From an optimization exercise on the open Yosys and OpenROAD flow, aimed at small area, a short achievable clock period and few clock cycles per item; shortcuts taken in it are not production practice. Where RTL was checked, it was by simulation tests only, not by an equivalence proof against the original. No driver is modelled on the clock port, so clocking that relies on it looks cheaper here than on a real chip. Power is estimated from default activity; no workload was simulated.

==> v30 <==
==> flow/design.v <==
module ring_monitor #(
    parameter integer N    = 64,
    parameter integer IDXW = 6       
) (
    input  wire            clk,
    input  wire            rst,            
    input  wire            ev_valid,
    output wire            ev_ready,
    input  wire [3:0]      ev_code,
    input  wire            ev_party,       
    input  wire            ev_ring,        
    input  wire [7:0]      ev_index,       
    output reg             done,
    output wire            done_ok,        
    output reg  [IDXW:0]   done_count,     
    output reg             sig_rx,         
    output reg             rx_int_enable,  
    output reg             tx_kick,        
    output reg             reclaim_valid,  
    output wire [IDXW-1:0] reclaim_idx,
    output reg  [6:0]      viol,
    output reg  [15:0]     err_cnt
);
    localparam [3:0] EV_RING_ALLOC     = 4'h0;
    localparam [3:0] EV_RING_FREE      = 4'h1;
    localparam [3:0] EV_RX_HW_COMPLETE = 4'h2;
    localparam [3:0] EV_RX_ADVANCE     = 4'h3;
    localparam [3:0] EV_TX_SUBMIT      = 4'h4;
    localparam [3:0] EV_TX_HW_COMPLETE = 4'h5;
    localparam [3:0] EV_TX_DRAIN       = 4'h6;
    localparam [3:0] EV_RX_OVERRUN     = 4'h7;
    localparam [3:0] EV_TX_UNDERRUN    = 4'h8;
    localparam [3:0] EV_ACCESS         = 4'h9;
    localparam integer V_OWNERSHIP      = 0;
    localparam integer V_HW_NOT_OWNER   = 1;
    localparam integer V_SW_NOT_OWNER   = 2;
    localparam integer V_TX_UNRECLAIMED = 3;
    localparam integer V_NOT_ALLOCATED  = 4;
    localparam integer V_DOUBLE_ALLOC   = 5;
    localparam integer V_BAD_EVENT      = 6;
    localparam [IDXW-1:0] CUR0 = {IDXW{1'b1}};
    reg             v1;
    reg  [10:0]     ev1;        
    reg             party1;
    reg             ring1;
    reg  [IDXW-1:0] idx1;       
    reg             bad1;       
    reg             alloc;
    reg             rx_int_en;
    reg  [IDXW-1:0] rx_cur;     
    reg  [IDXW-1:0] hw_rx;
    reg             rx_wrap;    
    reg  [IDXW-1:0] tx_comp;
    reg  [IDXW-1:0] hw_tx;
    reg  [IDXW-1:0] tx_prod;
    reg             c_wrap;     
    reg             d_wrap;     
    reg             idle;       
    reg             umode;      
    reg             ufin;       
    reg             rst_q;
    assign ev_ready    = idle;
    assign done_ok     = tx_kick;
    assign reclaim_idx = tx_comp;
    wire go = v1 && idle;
    wire rx_eq   = (rx_cur == hw_rx);
    wire rx_none = rx_eq && !rx_wrap;         
    wire rx_all  = rx_eq &&  rx_wrap;         
    wire c_eq    = (tx_comp == hw_tx);
    wire d_eq    = (hw_tx == tx_prod);
    wire o_eq    = (tx_comp == tx_prod);
    wire c_none  = c_eq && !c_wrap;
    wire d_none  = d_eq && !d_wrap;
    wire d_all   = d_eq &&  d_wrap;
    wire o_full  = o_eq && !(c_none && d_none);    
    wire [IDXW-1:0] rx_cur_inc  = rx_cur + 1'b1;
    wire [IDXW-1:0] tx_comp_inc = tx_comp + 1'b1;
    wire [IDXW-1:0] ia   = ring1 ? hw_tx   : rx_cur;
    wire [IDXW-1:0] ib   = ring1 ? tx_prod : hw_rx;
    wire            iw   = ring1 ? d_wrap  : rx_wrap;
    wire            in_iv = (idx1 > ia) ^ (idx1 > ib) ^ iw;
    wire            owner = ring1 ? in_iv : !in_iv;
    wire            under1  = ev1[EV_TX_UNDERRUN];
    wire [IDXW-1:0] s_end   = (!idle ? umode : under1) ? tx_prod : hw_tx;
    wire            s_last  = (tx_comp_inc == s_end);
    always @(posedge clk) begin
        rst_q <= rst;
        begin
            if (ev_ready) begin
                v1     <= ev_valid;
                ev1    <= (ev_code > EV_ACCESS) ? 11'h400 : (11'h1 << ev_code);
                party1 <= ev_party;
                ring1  <= ev_ring;
                idx1   <= ev_index[IDXW-1:0];
                bad1   <= (ev_index[7:IDXW] != 0);
            end
            done          <= 1'b0;
            sig_rx        <= 1'b0;
            rx_int_enable <= 1'b0;
            tx_kick       <= 1'b0;
            reclaim_valid <= 1'b0;
            if (!idle) begin
                if (ufin) begin
                    tx_comp <= CUR0;
                    hw_tx   <= CUR0;
                    tx_prod <= CUR0;
                    c_wrap  <= 1'b0;
                    d_wrap  <= 1'b0;
                    done    <= 1'b1;
                    idle    <= 1'b1;
                end else begin
                    reclaim_valid <= 1'b1;
                    tx_comp       <= tx_comp_inc;
                    done_count    <= done_count + 1'b1;
                    if (s_last) begin
                        if (umode) begin
                            ufin <= 1'b1;
                        end else begin
                            done <= 1'b1;
                            idle <= 1'b1;
                        end
                    end
                end
            end else if (go) begin
                if (ev1[10]) begin
                    viol[V_BAD_EVENT] <= 1'b1;
                    done <= 1'b1;
                end else if (!alloc && !ev1[EV_RING_ALLOC]) begin
                    viol[V_NOT_ALLOCATED] <= 1'b1;
                    done_count <= {(IDXW+1){1'b0}};
                    done <= 1'b1;
                end else begin
                    case (1'b1)
                    ev1[EV_RING_ALLOC]: begin
                        if (alloc) begin
                            viol[V_DOUBLE_ALLOC] <= 1'b1;
                        end else begin
                            rx_cur    <= CUR0;
                            hw_rx     <= CUR0;
                            rx_wrap   <= 1'b0;
                            tx_comp   <= CUR0;
                            hw_tx     <= CUR0;
                            tx_prod   <= CUR0;
                            c_wrap    <= 1'b0;
                            d_wrap    <= 1'b0;
                            rx_int_en <= 1'b1;
                            alloc     <= 1'b1;
                        end
                        done <= 1'b1;
                    end
                    ev1[EV_RING_FREE]: begin
                        alloc     <= 1'b0;
                        rx_int_en <= 1'b0;
                        done      <= 1'b1;
                    end
                    ev1[EV_RX_HW_COMPLETE]: begin
                        if (!rx_all) begin
                            hw_rx   <= hw_rx + 1'b1;
                            if (&hw_rx) rx_wrap <= 1'b1;
                            if (rx_int_en) begin
                                rx_int_en <= 1'b0;
                                sig_rx    <= 1'b1;
                            end
                        end else begin
                            viol[V_HW_NOT_OWNER] <= 1'b1;
                        end
                        done <= 1'b1;
                    end
                    ev1[EV_RX_ADVANCE]: begin
                        if (rx_none) begin
                            viol[V_SW_NOT_OWNER] <= 1'b1;
                        end else begin
                            rx_cur  <= rx_cur_inc;
                            if (&rx_cur) rx_wrap <= 1'b0;
                            if (rx_cur_inc == hw_rx) begin
                                rx_int_en     <= 1'b1;
                                rx_int_enable <= 1'b1;
                            end else begin
                                sig_rx <= 1'b1;
                            end
                        end
                        done <= 1'b1;
                    end
                    ev1[EV_TX_SUBMIT]: begin
                        if (d_all) begin
                        end else if (o_full) begin
                            viol[V_TX_UNRECLAIMED] <= 1'b1;
                        end else begin
                            tx_prod <= tx_prod + 1'b1;
                            if (&tx_prod) d_wrap <= 1'b1;
                            tx_kick <= 1'b1;
                        end
                        done <= 1'b1;
                    end
                    ev1[EV_TX_HW_COMPLETE]: begin
                        if (!d_none) begin
                            hw_tx  <= hw_tx + 1'b1;
                            if (&hw_tx) begin
                                d_wrap <= 1'b0;
                                c_wrap <= 1'b1;
                            end
                        end else begin
                            viol[V_HW_NOT_OWNER] <= 1'b1;
                        end
                        done <= 1'b1;
                    end
                    ev1[EV_TX_DRAIN]: begin
                        done_count <= {{IDXW{1'b0}}, !c_none};
                        c_wrap     <= 1'b0;
                        if (c_none) begin
                            done <= 1'b1;
                        end else begin
                            reclaim_valid <= 1'b1;
                            tx_comp       <= tx_comp_inc;
                            umode         <= 1'b0;
                            ufin          <= 1'b0;
                            if (s_last) done <= 1'b1;
                            else        idle <= 1'b0;
                        end
                    end
                    ev1[EV_RX_OVERRUN]: begin
                        rx_cur    <= CUR0;
                        hw_rx     <= CUR0;
                        rx_wrap   <= 1'b0;
                        rx_int_en <= 1'b1;
                        err_cnt   <= err_cnt + 16'd1;
                        done      <= 1'b1;
                    end
                    ev1[EV_TX_UNDERRUN]: begin
                        err_cnt <= err_cnt + 16'd1;
                        if (o_eq && !o_full) begin
                            tx_comp <= CUR0;
                            hw_tx   <= CUR0;
                            tx_prod <= CUR0;
                            c_wrap  <= 1'b0;
                            d_wrap  <= 1'b0;
                            done    <= 1'b1;
                        end else begin
                            reclaim_valid <= 1'b1;
                            tx_comp       <= tx_comp_inc;
                            umode         <= 1'b1;
                            ufin          <= s_last;
                            idle          <= 1'b0;
                        end
                    end
                    default: begin  
                        if (bad1)
                            viol[V_BAD_EVENT] <= 1'b1;
                        else if (party1 != owner)
                            viol[V_OWNERSHIP] <= 1'b1;
                        done <= 1'b1;
                    end
                    endcase
                end
            end
        end
        if (rst_q) begin
            alloc     <= 1'b0;
            rx_int_en <= 1'b0;
            viol      <= 7'd0;
            err_cnt   <= 16'd0;
        end
        if (rst) begin
            v1            <= 1'b0;
            idle          <= 1'b1;
            done          <= 1'b0;
            sig_rx        <= 1'b0;
            rx_int_enable <= 1'b0;
            tx_kick       <= 1'b0;
            reclaim_valid <= 1'b0;
        end
    end
endmodule
==> flow/flow/run.sh <==
#!/bin/bash
# Own layout flow: the standard layout (standard.sh), with two settings added to config.mk:
#  - port buffers of a plain buffer cell (sky130_fd_sc_hd__buf_2) instead of the delay buffer
#    the resizer picks by default; every input and output port still gets its own buffer;
#  - a larger setup slack margin for repair_timing, so that it aims at a shorter period.
# The clock period, constraints, synthesis, floorplan, power grid and tap cells are unchanged.
set -euo pipefail
cat >> config.mk <<'EOC'
export BUFFER_PORTS_ARGS = -buffer_cell sky130_fd_sc_hd__buf_1
export SETUP_SLACK_MARGIN = 5.55
export CTS_ARGS = -sink_clustering_enable -repair_clock_nets -dont_use_dummy_load -buf_list sky130_fd_sc_hd__clkbuf_8
EOC
bash standard.sh > standard.log 2>&1
==> flow/standard.sh <==
#!/bin/bash
# synth_recipe.tcl (not shown) runs the flow's synth.tcl, then flattens the netlist and writes it again
# the make line also repeats each setting of config.mk as NAME=value (left out here)
make -C /OpenROAD-flow-scripts/flow DESIGN_CONFIG=/design/flow/config.mk WORK_HOME=/design/flow/orfs CLKGATE_MAP_FILE= SYNTH_SCRIPT=/design/flow/synth_recipe.tcl "${@:-finish}"
==> flow/config.mk <==
export PLATFORM = sky130hd
export DESIGN_NAME = ring_monitor
export DESIGN_NICKNAME = ring_monitor
export VERILOG_FILES = /design/flow/design.v
export SDC_FILE = /design/flow/constraint.sdc
export NUM_CORES = 4
export LEC_CHECK = 0
export CAP_MARGIN = 20
export CORE_MARGIN = 2
export CORE_UTILIZATION = 40
export PLACE_DENSITY = 0.6
export SLEW_MARGIN = 20
export BUFFER_PORTS_ARGS = -buffer_cell sky130_fd_sc_hd__buf_1
export SETUP_SLACK_MARGIN = 5.55
export CTS_ARGS = -sink_clustering_enable -repair_clock_nets -dont_use_dummy_load -buf_list sky130_fd_sc_hd__clkbuf_8
==> flow/constraint.sdc <==
create_clock -name core_clock -period 8.0 [get_ports {clk}]
set_input_delay 1.6000 -clock core_clock [delete_from_list [all_inputs] [get_ports {clk}]]
set_output_delay 1.6000 -clock core_clock [all_outputs]
set_load 0.01 [all_outputs]
==> v33 (differences from v30) <==
--- a/flow/design.v
+++ b/flow/design.v
@@ -42,3 +42,3 @@
     reg             v1;
-    reg  [10:0]     ev1;        
+    reg  [3:0]      code1;
     reg             party1;
@@ -80,5 +80,5 @@
     wire            iw   = ring1 ? d_wrap  : rx_wrap;
-    wire            in_iv = (idx1 > ia) ^ (idx1 > ib) ^ iw;
+    wire            in_iv = (idx1 >= ia) ^ (idx1 >= ib) ^ iw;
     wire            owner = ring1 ? in_iv : !in_iv;
-    wire            under1  = ev1[EV_TX_UNDERRUN];
+    wire            under1  = (code1 == EV_TX_UNDERRUN);
     wire [IDXW-1:0] s_end   = (!idle ? umode : under1) ? tx_prod : hw_tx;
@@ -90,6 +90,6 @@
                 v1     <= ev_valid;
-                ev1    <= (ev_code > EV_ACCESS) ? 11'h400 : (11'h1 << ev_code);
+                code1  <= ev_code;
                 party1 <= ev_party;
                 ring1  <= ev_ring;
-                idx1   <= ev_index[IDXW-1:0];
+                idx1   <= ev_index[IDXW-1:0] - 1'b1;
                 bad1   <= (ev_index[7:IDXW] != 0);
@@ -124,6 +124,6 @@
             end else if (go) begin
-                if (ev1[10]) begin
+                if (code1 > EV_ACCESS) begin
                     viol[V_BAD_EVENT] <= 1'b1;
                     done <= 1'b1;
-                end else if (!alloc && !ev1[EV_RING_ALLOC]) begin
+                end else if (!alloc && code1 != EV_RING_ALLOC) begin
                     viol[V_NOT_ALLOCATED] <= 1'b1;
@@ -132,4 +132,4 @@
                 end else begin
-                    case (1'b1)
-                    ev1[EV_RING_ALLOC]: begin
+                    case (code1)
+                    EV_RING_ALLOC: begin
                         if (alloc) begin
@@ -150,3 +150,3 @@
                     end
-                    ev1[EV_RING_FREE]: begin
+                    EV_RING_FREE: begin
                         alloc     <= 1'b0;
@@ -155,3 +155,3 @@
                     end
-                    ev1[EV_RX_HW_COMPLETE]: begin
+                    EV_RX_HW_COMPLETE: begin
                         if (!rx_all) begin
@@ -168,3 +168,3 @@
                     end
-                    ev1[EV_RX_ADVANCE]: begin
+                    EV_RX_ADVANCE: begin
                         if (rx_none) begin
@@ -183,3 +183,3 @@
                     end
-                    ev1[EV_TX_SUBMIT]: begin
+                    EV_TX_SUBMIT: begin
                         if (d_all) begin
@@ -194,3 +194,3 @@
                     end
-                    ev1[EV_TX_HW_COMPLETE]: begin
+                    EV_TX_HW_COMPLETE: begin
                         if (!d_none) begin
@@ -206,3 +206,3 @@
                     end
-                    ev1[EV_TX_DRAIN]: begin
+                    EV_TX_DRAIN: begin
                         done_count <= {{IDXW{1'b0}}, !c_none};
@@ -220,3 +220,3 @@
                     end
-                    ev1[EV_RX_OVERRUN]: begin
+                    EV_RX_OVERRUN: begin
                         rx_cur    <= CUR0;
@@ -228,3 +228,3 @@
                     end
-                    ev1[EV_TX_UNDERRUN]: begin
+                    EV_TX_UNDERRUN: begin
                         err_cnt <= err_cnt + 16'd1;
--- a/flow/flow/run.sh
+++ b/flow/flow/run.sh
@@ -8,5 +8,4 @@
 cat >> config.mk <<'EOC'
-export BUFFER_PORTS_ARGS = -buffer_cell sky130_fd_sc_hd__buf_1
-export SETUP_SLACK_MARGIN = 5.55
-export CTS_ARGS = -sink_clustering_enable -repair_clock_nets -dont_use_dummy_load -buf_list sky130_fd_sc_hd__clkbuf_8
+export BUFFER_PORTS_ARGS = -buffer_cell sky130_fd_sc_hd__buf_2
+export SETUP_SLACK_MARGIN = 5.7
 EOC
BUFFER_PORTS_ARGS = -buffer_cell sky130_fd_sc_hd__buf_2   (was -buffer_cell sky130_fd_sc_hd__buf_1)
CTS_ARGS = default   (was -sink_clustering_enable -repair_clock_nets -dont_use_dummy_load -buf_list sky130_fd_sc_hd__clkbuf_8)
SETUP_SLACK_MARGIN = 5.7   (was 5.55)
==> v5 (differences from v30) <==
--- a/flow/design.v
+++ b/flow/design.v
@@ -42,3 +42,3 @@
     reg             v1;
-    reg  [10:0]     ev1;        
+    reg  [3:0]      code1;
     reg             party1;
@@ -82,3 +82,3 @@
     wire            owner = ring1 ? in_iv : !in_iv;
-    wire            under1  = ev1[EV_TX_UNDERRUN];
+    wire            under1  = (code1 == EV_TX_UNDERRUN);
     wire [IDXW-1:0] s_end   = (!idle ? umode : under1) ? tx_prod : hw_tx;
@@ -90,3 +90,3 @@
                 v1     <= ev_valid;
-                ev1    <= (ev_code > EV_ACCESS) ? 11'h400 : (11'h1 << ev_code);
+                code1  <= ev_code;
                 party1 <= ev_party;
@@ -124,6 +124,6 @@
             end else if (go) begin
-                if (ev1[10]) begin
+                if (code1 > EV_ACCESS) begin
                     viol[V_BAD_EVENT] <= 1'b1;
                     done <= 1'b1;
-                end else if (!alloc && !ev1[EV_RING_ALLOC]) begin
+                end else if (!alloc && code1 != EV_RING_ALLOC) begin
                     viol[V_NOT_ALLOCATED] <= 1'b1;
@@ -132,4 +132,4 @@
                 end else begin
-                    case (1'b1)
-                    ev1[EV_RING_ALLOC]: begin
+                    case (code1)
+                    EV_RING_ALLOC: begin
                         if (alloc) begin
@@ -150,3 +150,3 @@
                     end
-                    ev1[EV_RING_FREE]: begin
+                    EV_RING_FREE: begin
                         alloc     <= 1'b0;
@@ -155,3 +155,3 @@
                     end
-                    ev1[EV_RX_HW_COMPLETE]: begin
+                    EV_RX_HW_COMPLETE: begin
                         if (!rx_all) begin
@@ -168,3 +168,3 @@
                     end
-                    ev1[EV_RX_ADVANCE]: begin
+                    EV_RX_ADVANCE: begin
                         if (rx_none) begin
@@ -183,3 +183,3 @@
                     end
-                    ev1[EV_TX_SUBMIT]: begin
+                    EV_TX_SUBMIT: begin
                         if (d_all) begin
@@ -194,3 +194,3 @@
                     end
-                    ev1[EV_TX_HW_COMPLETE]: begin
+                    EV_TX_HW_COMPLETE: begin
                         if (!d_none) begin
@@ -206,3 +206,3 @@
                     end
-                    ev1[EV_TX_DRAIN]: begin
+                    EV_TX_DRAIN: begin
                         done_count <= {{IDXW{1'b0}}, !c_none};
@@ -220,3 +220,3 @@
                     end
-                    ev1[EV_RX_OVERRUN]: begin
+                    EV_RX_OVERRUN: begin
                         rx_cur    <= CUR0;
@@ -228,3 +228,3 @@
                     end
-                    ev1[EV_TX_UNDERRUN]: begin
+                    EV_TX_UNDERRUN: begin
                         err_cnt <= err_cnt + 16'd1;
==> flow/flow/run.sh (replaced) <==
#!/bin/bash
# Own layout flow: the standard layout (standard.sh), with settings added to config.mk:
#  - port buffers of a plain buffer cell (sky130_fd_sc_hd__buf_1) instead of the delay buffer
#    the resizer picks by default; every input and output port still gets its own buffer;
#  - a larger setup slack margin for repair_timing, so that it aims at a shorter period;
#  - clock tree buffers of sky130_fd_sc_hd__clkbuf_8 and no dummy loads (ORFS's default
#    clock_tree_synthesis arguments otherwise).
# The clock period, constraints, synthesis, floorplan, power grid and tap cells are unchanged.
# Tool output: standard.log here, and each ORFS step's log under orfs/logs/.
set -euo pipefail
cat >> config.mk <<'EOC'
export BUFFER_PORTS_ARGS = -buffer_cell sky130_fd_sc_hd__buf_1
export SETUP_SLACK_MARGIN = 5.4
export CTS_ARGS = -sink_clustering_enable -repair_clock_nets -dont_use_dummy_load -buf_list sky130_fd_sc_hd__clkbuf_8
EOC
bash standard.sh > standard.log 2>&1
SETUP_SLACK_MARGIN = 5.4   (was 5.55)
==> run summary <==
- The lowest wire length belongs to v5, the highest to v30.
- The lowest clock power belongs to v5, the highest to v33.
- In v5 the core utilization is lower than in v33, by 7.4 points.
- Non-clock buffer count: v5 < v30 < v33.
- The lowest hold slack belongs to v5, the highest to v30.
- The highest first-iteration DRC count belongs to v33, the lowest to v5.
- Against v5, the setup slack of v30 is higher by 0.0038 ns.
- Cell count, lowest first: v5, v30, v33.
- The highest fmax belongs to v33, the lowest to v5.
- In v33 the sequential power is smaller than in v30, by 7.0%.
- Against v33, the combinational power of v30 is lower by 20%.
==> figures <==
metric	v33	v5	v30
Number of gates given a new drive strength after cts	72	15	85
Die boundary width	119 um	119 um	121 um
Latest clock arrival within the worst-skew pair	0.36 ns	0.38 ns	0.38 ns
Fraction of standard cell area in multi-input logic	0.426	0.453	0.423
Internal Pwr Total	0.754 mW	0.613 mW	0.648 mW
Met2 track utilization from global routing	0.314	0.286	0.324
Fraction of area in non-clock buffers	0.160	0.104	0.156
P_comb	0.0803 mW	0.0597 mW	0.0644 mW
Cell with the most instances after synthesis	nand2_1	edfxtp_1	edfxtp_1
Non-clock inverters	19	17	10
Flop and latch count out of synthesis	88	88	94
Share of the core filled with cells	0.559	0.484	0.520
Routed met2 length	6.76 mm	5.95 mm	7.07 mm
Static Leak	2.78 nW	2.28 nW	2.66 nW
Switching share of power	0.239	0.231	0.237
Slowest cell on crit path	dfxtp_4	edfxtp_1	dfxtp_4
Most frequent standard cell in the layout excluding fill and tap cells	buf_4	buf_1	buf_4
Clock transition at path regs	0.07 ns	0.08 ns	0.09 ns
Worst hold margin	0.460 ns	0.455 ns	0.481 ns
Vias per inst	5.32	5.39	5.41
Status	complete, no violations	complete, no violations	complete, no violations
Final cycle utilization of the critical path	0.319	0.322	0.321
Post-synthesis instance total	550	528	553
Testbench counts of v33, summed over its fixed seeds: cycles 35,524, events 32,000.
Testbench counts of v5, summed over its fixed seeds: cycles 35,524, events 32,000.
No functional check of the RTL was part of v30.

==> re-timing with driven ports <==
Ports are ideal in the flow. The routed layouts listed here were re-timed in OpenROAD. Step 1 sets driving cells, clkbuf_16 on the clock port and buf_2 on the other inputs (assumed; they add their load-dependent delay and slew). Step 2 moves the port delays by t, midway between the first and last clock arrival at a register: inputs arrive t later, outputs are due t later. That takes back most of the time a late clock gives input paths. Three values: ideal ports, drivers, drivers and shift; two values: the first two.
| run | t (ns) | slack for setup (ns) | worst data-port slew with drivers (ns) |
|---|---|---|---|
| v30 | 0.406 | 5.428 / 5.392 / 5.409 | 0.03 |
| v33 | 0.387 | 5.446 / 5.409 / 5.519 | 0.03 |
| v5 | 0.402 | 5.424 / 5.388 / 5.316 | 0.03 |
After both steps setup and hold are still met in every run listed. For v5, which loses most, drivers alone change the setup slack by -0.036 ns; drivers and shift together by -0.108 ns.
